This is an optimization exercise on Yosys and OpenROAD, whose aim is small area, not a production implementation. In this exercise RTL edits were held to simulation tests only and were not proved equivalent to the original. No activity file was given, so power comes from the tool's default toggle rates.

## wr2_mfd
module wr2_mfd #(
    parameter [63:0] P_SHORT_DELAY_US   = 64'd250,
    parameter [63:0] P_LONG_DELAY_US    = 64'd500,
    parameter [7:0]  P_HEADER_THRESHOLD = 8'd8,
    parameter [7:0]  P_SHORT_SIG        = 8'h45,
    parameter [7:0]  P_LONG_SIG         = 8'hA1,
    parameter [7:0]  P_CHK_MASK_SEED    = 8'h64,
    parameter [7:0]  P_CHK_ACC_SEED     = 8'h5E,
    parameter [7:0]  P_CHK_TAP          = 8'h18,
    parameter [7:0]  P_HUM_MAX          = 8'd100,
    parameter [7:0]  P_CRC_SEED         = 8'hC0,
    parameter [7:0]  P_CRC_POLY_REFL    = 8'h8C
) (
    input  wire        clk,
    input  wire        rst,
    input  wire        rx,
    input  wire [63:0] now_us,
    input  wire        bus_req,
    input  wire        bus_we,
    input  wire [5:0]  bus_addr,
    input  wire [2:0]  bus_size,
    input  wire [31:0] bus_wdata,
    output reg  [31:0] bus_rdata,
    output wire        bus_err,
    output wire        done
);
For scale: ~2,100 cells after synthesis, roughly 520 flip-flops, roughly 140 I/O pins, roughly 27,000 µm² of cells after synthesis.
clock: 20.0 ns
lec_check: 0
cap_margin: 20
core_margin: 2
core_utilization: 60
cts_buf_list: sky130_fd_sc_hd__clkbuf_4
cts_cluster_diameter: 50
cts_cluster_size: 8
place_density: 0.75
slew_margin: 20
standard.sh (not shown) runs the stock make flow with config.mk's settings and CLKGATE_MAP_FILE= SYNTH_SCRIPT=/design/flow/synth_recipe.tcl, a recipe that flattens the netlist after the stock synthesis.
==> flow/flow/run.sh <==
#!/bin/bash
set -uo pipefail
export BUFFER_PORTS_ARGS="-buffer_cell sky130_fd_sc_hd__buf_1"
export CTS_ARGS="-sink_clustering_enable -repair_clock_nets -buf_list sky130_fd_sc_hd__clkbuf_4 -sink_clustering_size 8 -sink_clustering_max_diameter 50 -dont_use_dummy_load"
bash standard.sh finish > standard_flow.log 2>&1
Next try:
==> flow/flow/run.sh (replaced) <==
#!/bin/bash
set -uo pipefail
export BUFFER_PORTS_ARGS="-buffer_cell sky130_fd_sc_hd__buf_1"
bash standard.sh finish > standard_flow.log 2>&1
--- a/flow/config.mk
+++ b/flow/config.mk
@@ -9,7 +9,7 @@
 export CORE_MARGIN = 2
-export CORE_UTILIZATION = 60
-export CTS_BUF_LIST = sky130_fd_sc_hd__clkbuf_4
+export CORE_UTILIZATION = 40
+export CTS_BUF_LIST = sky130_fd_sc_hd__clkbuf_8
 export CTS_CLUSTER_DIAMETER = 50
-export CTS_CLUSTER_SIZE = 8
-export PLACE_DENSITY = 0.75
+export CTS_CLUSTER_SIZE = 14
+export PLACE_DENSITY = 0.6
 export SLEW_MARGIN = 20
Cell area went up by 4.4%.
Wire length went up by 9.8%.
Fmax falls by 0.54%.
Final cell count increases by 11%.
Synthesized cell count does not change.
Power is higher by 21%.
Next try:
==> flow/flow/run.sh (replaced) <==
#!/bin/bash
set -uo pipefail
here=$(pwd)
mkdir -p "$here/scripts_abc"
for f in "$FLOW_HOME"/scripts/*; do ln -sf "$f" "$here/scripts_abc/"; done
rm -f "$here/scripts_abc/abc_speed.script"
cp "$here/flow/abc_map.script" "$here/scripts_abc/abc_speed.script"
export BUFFER_PORTS_ARGS="-buffer_cell sky130_fd_sc_hd__buf_1"
export CTS_ARGS="-sink_clustering_enable -repair_clock_nets -buf_list sky130_fd_sc_hd__clkbuf_4 -sink_clustering_size 7 -sink_clustering_max_diameter 45 -dont_use_dummy_load"
bash standard.sh SCRIPTS_DIR="$here/scripts_abc" finish > standard_flow.log 2>&1
==> flow/flow/abc_map.script (new file) <==
&get -n
&st
&syn2
&dch
&nf
&st
&syn2
&dch
&nf
&st
&syn2
&dch
&nf
&st
&syn2
&dch
&nf
&st
&syn2
&dch
&nf
&st
&dch
&nf
&put
--- a/flow/config.mk
+++ b/flow/config.mk
@@ -9,7 +9,7 @@
 export CORE_MARGIN = 2
-export CORE_UTILIZATION = 40
-export CTS_BUF_LIST = sky130_fd_sc_hd__clkbuf_8
-export CTS_CLUSTER_DIAMETER = 50
-export CTS_CLUSTER_SIZE = 14
-export PLACE_DENSITY = 0.6
+export CORE_UTILIZATION = 60
+export CTS_BUF_LIST = sky130_fd_sc_hd__clkbuf_4
+export CTS_CLUSTER_DIAMETER = 45
+export CTS_CLUSTER_SIZE = 7
+export PLACE_DENSITY = 0.75
 export SLEW_MARGIN = 20
Outcome: The changed run ran to the end with no violations. Routed wire length decreases by 4.1%. Area after synthesis drops by about 3%. Setup slack improved by 0.026 ns. Total power drops by about 17%. Global-route usage went up by 11 points. Cell count drops by 8.9%. Core utilization goes up by 21 points. Sequential power barely changes. Via count goes up by 3.5%.

[separate check: timing with driven ports]
Ports are ideal in the flow. The routed layouts listed here were re-timed in OpenROAD.
Step 1: set_driving_cell puts a clkbuf_16 on clk and a buf_2 on each other input, an assumption about the parent block.
Step 2 also shifts input and output timing later by t, the mid clock arrival at the registers, as if the neighbouring blocks saw the same clock.
Slacks: ideal / step 1 / step 2; pairs: ideal / step 1.
run | t, ns | setup slack, ns | worst setup path at the end | cell pins on the clock port's net
the first run | 0.871 | 1.952 / 1.952 / 1.952 | register to register | 1
the second run | 0.734 | 1.855 / 1.855 / 1.855 | register to register | 1
the third run | 0.884 | 1.881 / 1.877 / 1.881 | register to register | 1
After both steps setup and hold are still met in every run listed.
